This design comes from an exercise in tuning for small area, a short achievable clock period and few clock cycles per item on the open sky130 flow, not from production work.
Only simulation tests tie the RTL to the original design; equivalence was not proved.
Power figures rest on the tool's default switching activity, not on a simulated workload.

--- design/flow/design.v ---
module fxc_conv (
    input  wire        clk,
    input  wire        rst,         
    input  wire        in_valid,
    output wire        in_ready,
    input  wire [31:0] in_cmd,
    input  wire [63:0] in_opnd,
    output reg         out_valid,
    output reg  [63:0] out_data,
    output reg  [1:0]  out_cause,   
    output reg  [2:0]  out_rd
);
    localparam [3:0] OP_SCALE  = 4'd1;
    localparam [3:0] OP_FIXMAX = 4'd2;
    localparam [3:0] OP_FIXMIN = 4'd3;
    localparam [3:0] OP_FLTMAX = 4'd4;
    localparam [3:0] OP_FLTMIN = 4'd5;
    localparam [3:0] OP_TOFIX  = 4'd6;
    localparam [3:0] OP_TOFLT  = 4'd7;
    assign in_ready = 1'b1;
    wire [3:0] op  = in_cmd[31:28];
    wire [7:0] z   = in_cmd[27:20];
    wire [2:0] rs3 = in_cmd[19:17];
    wire [2:0] rs2 = in_cmd[16:14];
    wire [2:0] rs1 = in_cmd[13:11];
    wire [2:0] rd  = in_cmd[10:8];
    wire [1:0] ws  = in_cmd[7:6];
    wire [5:0] n   = in_cmd[5:0];
    wire is_calc = (op >= OP_SCALE) && (op <= OP_FLTMIN);
    wire is_conv = (op == OP_TOFIX) || (op == OP_TOFLT);
    wire row_match = (z == 8'd0) && (rs3 == 3'd0) && (rs2 == 3'd0) &&
                     ((is_calc && rs1 == 3'd0) || is_conv);
    reg [5:0] wm1;
    always @(*) begin
        case (ws)
            2'd0:    wm1 = 6'd7;
            2'd1:    wm1 = 6'd15;
            2'd2:    wm1 = 6'd31;
            default: wm1 = 6'd63;
        endcase
    end
    wire fmt_ok = (n <= wm1);
    wire [5:0] k = wm1 - n;
    reg [63:0] fix_max;
    reg [63:0] fix_min;
    always @(*) begin
        case (ws)
            2'd0:    begin fix_max = 64'h0000_0000_0000_007F; fix_min = 64'hFFFF_FFFF_FFFF_FF80; end
            2'd1:    begin fix_max = 64'h0000_0000_0000_7FFF; fix_min = 64'hFFFF_FFFF_FFFF_8000; end
            2'd2:    begin fix_max = 64'h0000_0000_7FFF_FFFF; fix_min = 64'hFFFF_FFFF_8000_0000; end
            default: begin fix_max = 64'h7FFF_FFFF_FFFF_FFFF; fix_min = 64'h8000_0000_0000_0000; end
        endcase
    end
    wire [7:0] k_exp = {2'b00, k} + 8'd127;
    wire        f_s = in_opnd[31];
    wire [7:0]  f_e = in_opnd[30:23];
    wire [22:0] f_m = in_opnd[22:0];
    wire f_nan = (f_e == 8'hFF) && (f_m != 23'd0);
    wire sat_hi = f_nan || (!f_s && (f_e >= k_exp));
    wire sat_lo = f_s && ((f_e > k_exp) || ((f_e == k_exp) && (f_m != 23'd0)));
    wire [23:0] f_sig = {1'b1, f_m};
    wire signed [10:0] f_sh = $signed({3'b000, f_e}) + $signed({5'b00000, n}) - 11'sd150;
    reg [63:0] fix_mag;
    always @(*) begin
        if (f_e == 8'd0)
            fix_mag = 64'd0;
        else if (f_sh >= 0)
            fix_mag = {40'd0, f_sig} << f_sh[5:0];
        else if (f_sh <= -11'sd24)
            fix_mag = 64'd0;
        else
            fix_mag = {40'd0, f_sig} >> (-f_sh);
    end
    wire [63:0] fix_val = f_s ? (64'd0 - fix_mag) : fix_mag;
    reg [63:0] tofix_res;
    always @(*) begin
        if (sat_hi)
            tofix_res = fix_max;
        else if (sat_lo)
            tofix_res = fix_min;
        else
            tofix_res = fix_val;
    end
    reg [63:0] v;
    always @(*) begin
        case (ws)
            2'd0:    v = {{56{in_opnd[7]}},  in_opnd[7:0]};
            2'd1:    v = {{48{in_opnd[15]}}, in_opnd[15:0]};
            2'd2:    v = {{32{in_opnd[31]}}, in_opnd[31:0]};
            default: v = in_opnd;
        endcase
    end
    wire        v_s   = v[63];
    wire [63:0] v_abs = v_s ? (64'd0 - v) : v;
    reg [6:0] lz;
    integer i;
    always @(*) begin
        lz = 7'd64;
        for (i = 0; i < 64; i = i + 1)
            if (v_abs[i])
                lz = 7'd63 - i[6:0];
    end
    wire [63:0] v_norm = v_abs << lz[5:0];
    wire [23:0] mant  = v_norm[63:40];
    wire        guard = v_norm[39];
    wire        stick = |v_norm[38:0];
    wire        rnd_up = guard && (stick || mant[0]);
    wire [24:0] mant_r = {1'b0, mant} + {24'd0, rnd_up};
    wire [8:0] flt_exp = 9'd190 - {2'b00, lz} - {3'b000, n} + {8'd0, mant_r[24]};
    wire [22:0] flt_frac = mant_r[24] ? 23'd0 : mant_r[22:0];
    wire [31:0] toflt_bits = (v_abs == 64'd0) ? 32'd0 : {v_s, flt_exp[7:0], flt_frac};
    reg [63:0] result;
    always @(*) begin
        case (op)
            OP_SCALE:  result = 64'd1 << n;
            OP_FIXMAX: result = fix_max;
            OP_FIXMIN: result = fix_min;
            OP_FLTMAX: result = {32'd0, 1'b0, k_exp, 23'd0};
            OP_FLTMIN: result = {32'd0, 1'b1, k_exp, 23'd0};
            OP_TOFIX:  result = tofix_res;
            OP_TOFLT:  result = {32'd0, toflt_bits};
            default:   result = 64'd0;
        endcase
    end
    wire [1:0] cause = !row_match ? 2'd1 : (!fmt_ok ? 2'd2 : 2'd0);
    always @(posedge clk) begin
        if (rst) begin
            out_valid <= 1'b0;
        end else begin
            out_valid <= in_valid;
        end
    end
    always @(posedge clk) begin
        if (in_valid) begin
            out_cause <= cause;
            out_data  <= (cause == 2'd0) ? result : 64'd0;
            out_rd    <= (cause == 2'd0) ? rd : 3'd0;
        end
    end
endmodule
--- design/flow/run.sh ---
#!/bin/bash
# synth_recipe.tcl (not shown) runs the flow's synth.tcl, then flattens the netlist and writes it again
# the make line also repeats each setting of config.mk as NAME=value (left out here)
make -C /OpenROAD-flow-scripts/flow DESIGN_CONFIG=/design/flow/config.mk WORK_HOME=/design/flow/orfs CLKGATE_MAP_FILE= SYNTH_SCRIPT=/design/flow/synth_recipe.tcl finish
--- design/flow/config.mk ---
export PLATFORM = sky130hd
export DESIGN_NAME = fxc_conv
export DESIGN_NICKNAME = fxc_conv
export VERILOG_FILES = /design/flow/design.v
export SDC_FILE = /design/flow/constraint.sdc
export NUM_CORES = 4
export LEC_CHECK = 0
export CAP_MARGIN = 20
export CORE_MARGIN = 2
export CORE_UTILIZATION = 40
export SLEW_MARGIN = 20
--- design/flow/constraint.sdc ---
create_clock -name core_clock -period 12.0 [get_ports {clk}]
set_input_delay 2.4000 -clock core_clock [delete_from_list [all_inputs] [get_ports {clk}]]
set_output_delay 2.4000 -clock core_clock [all_outputs]
set_load 0.01 [all_outputs]
==> flow_summary.toml <==
[timing]
fin_crit_ns = 11.55
rsz0062_at_grt = "false"
hold_violations = 0
fmax_mhz = 86.6
fin_ws_ns = 0.452
slew_viol_final = 0
fin_crit_sh = 0.962
tns_ns = 0
worst_slew_pin_slew_ns = 1.08
slew_headroom = 0.276
setup_violations = 0

[cells_and_area]
fill_cells = 5489
syn2layout_area_growth_pct = 15.8
layout-drive-gt1-share = 0.119
fin_nets = 3488
fin_cells = 4043

[yosys]
post-synth-top-area-fraction = 0.0954
syn_area_um2 = 21700
synth.ff_latch_count = 70
synthTopCellsByArea = "edfxtp_1 (9.5%), nor2_1 (6.1%), o21ai_0 (5.8%)"
synth_area_leader_cell = "edfxtp_1"
yosysWarningCount = 1
async_flop_share = 0
synthTopCellsByCount = "nor2_1 (354), nand2_1 (320), o21ai_0 (251)"
synth_most_common_cell = "nor2_1"
synthCells = 3209
ys_types = 119
seq_area_frac_synth = 0.0963
synthFlopType = "edfxtp_1"
syn-num-nets = 3358
synth_edf_count = 69
postSynthAreaPerCell_um2 = 6.77

[job]
maxCapViolations = 0

[global_routing]
grt-ovfl-total = 0
grt_max_degree = 72
antenna_found_initial = 4
grt_use_total = 0.442
grt_pass1_vias = 28100
grt_pass1_wl_um = 187000

[drt]
routedWlPerCell_um = 32.1
ant_nets = 0
met3_length_um = 12700
m1WireLength_um = 47200
drt_iter0_drc = 4748
route.vias.total = 29800
wl_um = 130000
dr.max_layer_used = "met5"
firstDrtPassIters = 8
dr_wl_met2_um = 58100
routed_via_density = 7.38
drc = 0

[cts]
path_clk_slew_ns = 0.06
cts_buffers = 9
ctsHoldBuffers = 0
cts_setup_buffers = 0
cts_resized = 0
cts_tree = "built"
htreeDepth = 3
clk_root_buffer_cell = "clkbuf_16"
numClockSinks = 70
clockBufferDepth = 2

[setup_path]
crit_type = "primary input to flop"
start_kind = "primary input"
worstPathMaxFanout = 25
cp-end-kind = "flop"
cpPeakStageDelay_ns = 0.71
cp.arrival_ns = 11.59
critical_path_required_ns = 12.04
slowest_stage = "o21ai_0"

[min_path]
hold_class = "primary input to flop"
hold-path-cell-count = 2

[floorplanning]
die-height_um = 237
dieArea_um2 = 56200
rows = 85
pin_count = 170
start_util = 0.404
core_um2 = 53700
fp.dieW_um = 237

[place]
preCtsSetupSlack_ns = 0.491
dp_cells = 4024
portBuffers = 168
dp.final_hpwl_um = 103000
globalplace.congestion = 1.15

[power_and_ir_drop]
p_leak_nw = 8.87
power_density_nw_per_um2 = 124
ir_worst_vdd_mv = 0.0862
total_power_mw = 3.13

[outcome]
outcome = "complete, no violations"
==> kinds of logic after synthesis <==
| kind of cell | synth area share |
|---|---|
| compound gates | 0.371 |
| xor+xnor | 0.0539 |
| fa+ha+maj | 0.0302 |
| buf+inv | 0.0633 |
| flops | 0.0963 |
| mux | 0.0880 |
| other cells | 0.000173 |
| simple gates | 0.298 |
==> metal layers <==
metal  global-route usage  vias to the layer above
li1                     -                    12700
met1                0.528                    14100
met2                0.726                     2384
met3               0.0703                      680
met4                0.310                        2
met5                    0                        -
==> area by class of cell <==
cell class | instances | area [µm²] | area share
Multi-Input combinational cell | 2814 | 18300 | 0.729
Timing Repair Buffer | 384 | 3330 | 0.132
Sequential cell | 70 | 2090 | 0.0832
Tap cell | 696 | 871 | 0.0346
Clock buffer | 10 | 229 | 0.00910
Inverter | 60 | 229 | 0.00910
Clock inverter | 6 | 62.6 | 0.00249
Antenna cell | 3 | 7.51 | 0.000299
==> layout by cell type (no fill, tap or decap), types with 27 or more instances in the layout <==
master / synthesis / layout
o22ai_1: 44 / 43
and3_1: 32 / 32
clkdlybuf4s50_1: 0 / 165
buf_4: 9 / 213
mux2_2: 30 / 30
a31oi_1: 52 / 52
xnor2_1: 84 / 81
ha_1: 46 / 45
xor2_1: 47 / 46
a221oi_1: 57 / 57
nand3_1: 114 / 114
or3_1: 42 / 42
inv_1: 50 / 50
o21ai_0: 251 / 251
nand2_1: 320 / 320
o211ai_1: 63 / 63
o31ai_1: 36 / 36
edfxtp_1: 69 / 69
or2_2: 29 / 29
mux2i_1: 68 / 67
a21oi_1: 241 / 241
a21o_1: 42 / 42
o21a_1: 28 / 27
nor4_1: 48 / 48
mux4_2: 39 / 39
nand4_1: 49 / 49
nor2_1: 354 / 354
a211oi_1: 60 / 59
nand2b_1: 39 / 38
nor3_1: 148 / 146
==> registers in the layout (all words and copies together) (netlist names) <==
name	flops
out_data	64
out_rd	3
out_cause	2
out_valid	1
==> critical path: cells and delay by family <==
kind,cells,cell delay [ns]
compound gates,16,4.41
xor+xnor,1,0.09
simple gates,9,2.37
fa+ha+maj,2,0.58
buf+inv,6,1.75
==> through the flow <==
stage	util	hold slack, ns	instance area (µm²)
after CTS	0.468	2.61	25100
after floorplan	-	2.47	21700
after global placement	0.462	2.95	24800
after detailed placement	0.463	2.94	24800
after global routing	0.468	2.63	25100
final	0.468	2.61	25100
==> path summary, 6_finish.rpt <==
kind,endpoint,startpoint
max,out_data[29],in_opnd[10]
min,out_valid,rst
==> power breakdown <==
group	internal, mW	switching [mW]
clock network	0.161	0.100
registers	0.280	0.00389
logic	0.824	1.76
Testbench counts, summed over its fixed seeds: cycles 24,000, items 24,000.

what the ideal ports hide:
The results above use ideal ports. As a check the final layout listed here was re-extracted and re-timed, cells and wires unchanged. Step 1 assumes that a clkbuf_16 drives the clock port and a buf_2 every other input. Step 2 moves the port delays by t, midway between the first and last clock arrival at a register: inputs arrive t later, outputs are due t later. That takes back most of the time a late clock gives input paths. Three values: no drivers, after step 1, after step 2; two values: the first two.
shift t [ns]: 0.359
setup slack, ns: 0.452 / 0.467 / 0.107
clock arrival spread, ns: 0.015 / 0.015
slew at the worst register clock pin (ns): 0.06 / 0.06
worst slew at a driven data input, ns: 0.10
After both steps setup and hold are still met in this run. For this run, drivers alone change the setup slack by +0.015 ns; drivers and shift together by -0.345 ns.
